Source: an optimization exercise on an open RTL-to-GDS flow (aim: small area, a short achievable clock period and few clock cycles). Production flows keep margins and buffers that such runs may drop. In this exercise RTL edits were held to simulation tests only and were not proved equivalent to the original.

Design nfb_blit, start of the top module:
module nfb_blit (
    input  wire        clk,
    input  wire        rst,           
    input  wire        start,         
    input  wire [15:0] start_len,     
    input  wire [1:0]  start_phase,   
    input  wire [3:0]  p_hue,         
    input  wire [9:0]  p_sat,         
    input  wire [9:0]  p_con,         
    input  wire [7:0]  p_bri,         
    input  wire [8:0]  p_sharp,       
    input  wire [8:0]  p_bleed,       
    input  wire        in_valid,
    input  wire [15:0] in_pix,
    output wire        in_ready,
    output reg         out_valid,
    output reg  [15:0] out_pix,
    output reg         done,
    output reg  [1:0]  phase_out,
    output reg         busy
);
Settings: LEC_CHECK=0, CAP_MARGIN=20, CORE_MARGIN=2, CORE_UTILIZATION=40, SLEW_MARGIN=20; clock period 24.0 ns.
run.sh (not shown) runs the stock make flow with config.mk's settings and CLKGATE_MAP_FILE= SYNTH_SCRIPT=/design/flow/synth_recipe.tcl, a recipe that flattens the netlist after the stock synthesis.
Testbench counts at the start, summed over its fixed seeds: cycles 18,888.
==> next run, changes <==
==> flow/flow/run.sh (new file) <==
#!/bin/bash
# The standard layout (the standard.sh, unchanged synthesis and steps),
# with ORFS's timing repair aiming for a setup slack of SETUP_SLACK_MARGIN ns
# at the design's clock period, i.e. for a shorter achieved period. The
# clock period and constraints are the design's. make's output goes to
# flow_make.log; each ORFS step writes its own log under orfs/logs/.
set -euo pipefail
cd "$(dirname "$0")/.."
bash standard.sh SETUP_SLACK_MARGIN=18 finish > flow_make.log 2>&1
==> flow/standard.sh (new file) <==
#!/bin/bash
# synth_recipe.tcl (not shown) runs the flow's synth.tcl, then flattens the netlist and writes it again
# the make line also repeats each setting of config.mk as NAME=value (left out here)
make -C /OpenROAD-flow-scripts/flow DESIGN_CONFIG=/design/flow/config.mk WORK_HOME=/design/flow/orfs CLKGATE_MAP_FILE= SYNTH_SCRIPT=/design/flow/synth_recipe.tcl "${@:-finish}"
removed: flow/run.sh
=> The new run finished clean; non-clock buffer count went up by 71; maximum frequency went up by 7.2%; routed wire length went up by 1.1%; worst hold slack degrades by 9.6 ps; area after synthesis is unchanged; setup slack improves by 440 ps.

========
Another version of the RTL of nfb_blit (not shown whole).
Size: ~9100 cells after synthesis, about 770 flip-flops.
clock: 24.0 ns
lec_check: 0
cap_margin: 20
core_margin: 2
core_utilization: 65
cts_cluster_diameter: 100
cts_cluster_size: 24
slew_margin: 20
standard.sh (not shown) runs the stock make flow with config.mk's settings and CLKGATE_MAP_FILE= SYNTH_SCRIPT=/design/flow/synth_recipe.tcl, a recipe that flattens the netlist after the stock synthesis.
==> flow/flow/run.sh <==
#!/bin/bash
# The standard layout (the standard.sh, unchanged synthesis and steps),
# with ORFS's timing repair aiming for a setup slack of SETUP_SLACK_MARGIN ns
# at the design's clock period, i.e. for a shorter achieved period. The
# clock period and constraints are the design's. make's output goes to
# flow_make.log; each ORFS step writes its own log under orfs/logs/.
set -euo pipefail
cd "$(dirname "$0")/.."
bash standard.sh SETUP_SLACK_MARGIN=18 finish > flow_make.log 2>&1
The first run went through all stages and came out clean.
Testbench counts at the start, summed over its fixed seeds: cycles 18,824.
Rerun with:
Settings changed: CORE_UTILIZATION 65 to 40, CTS_CLUSTER_DIAMETER 100 to unset, CTS_CLUSTER_SIZE 24 to unset.
What happened: Die area went up by 62%; core utilization went down by 25 points; worst hold slack got worse by 8.9 ps.
Rerun with:
Settings changed: CORE_UTILIZATION 40 to 55, CTS_CLUSTER_DIAMETER set to 100, CTS_CLUSTER_SIZE set to 30.
What happened: The new run completed with no timing, DRC or antenna violations. Global-route usage is higher by 7.4 points. Design area falls by 2.9%. Fmax rises by 0.59%. Routed wire length went down by 0.62%. Setup slack gets better by 36 ps. First-iteration DRC count goes down by 7.2%. Sequential share of layout area climbs by 0.58 points. Cell count goes down by 7.8%. Die area went down by 27%. Via count goes down by 0.74%.
Rerun with:
Settings changed: CTS_CLUSTER_SIZE 30 to 24.
Die area is unchanged. Design area stays flat. Worst setup slack gets better by 17 ps. Core utilization is about the same.

==> static timing again, ports no longer ideal <==
The flow's constraints put no driver on any port. The routed layouts listed below were extracted and timed again, unchanged, in two steps. Step 1 (the two cells are an assumption about what drives the block):
set clk [get_ports {clk}]
set_driving_cell -lib_cell sky130_fd_sc_hd__clkbuf_16 $clk
set_driving_cell -lib_cell sky130_fd_sc_hd__buf_2 [delete_from_list [all_inputs] $clk]
Step 2 also shifts input and output timing later by t, the mid clock arrival at the registers, as if the neighbouring blocks saw the same clock. Slacks: ideal / step 1 / step 2; pairs: ideal / step 1.
run	shift t [ns]	setup WS [ns]	latest minus earliest clock arrival (ns)
the first run of note 1	0.827	17.481 / 17.393 / 17.410	0.072 / 0.072
the second run of note 1	0.820	17.921 / 17.831 / 17.484	0.072 / 0.072
the first run of note 2	0.770	17.994 / 17.914 / 17.482	0.055 / 0.055
the second run of note 2	0.814	17.917 / 17.830 / 17.349	0.069 / 0.069
the third run of note 2	0.764	17.953 / 17.870 / 17.429	0.073 / 0.073
the fourth run of note 2	0.776	17.970 / 17.885 / 17.429	0.061 / 0.061
After both steps every run listed still meets setup and hold. The setup slack of the second run of note 2, which loses most, moves by -0.087 ns with the drivers and by -0.568 ns with both steps.
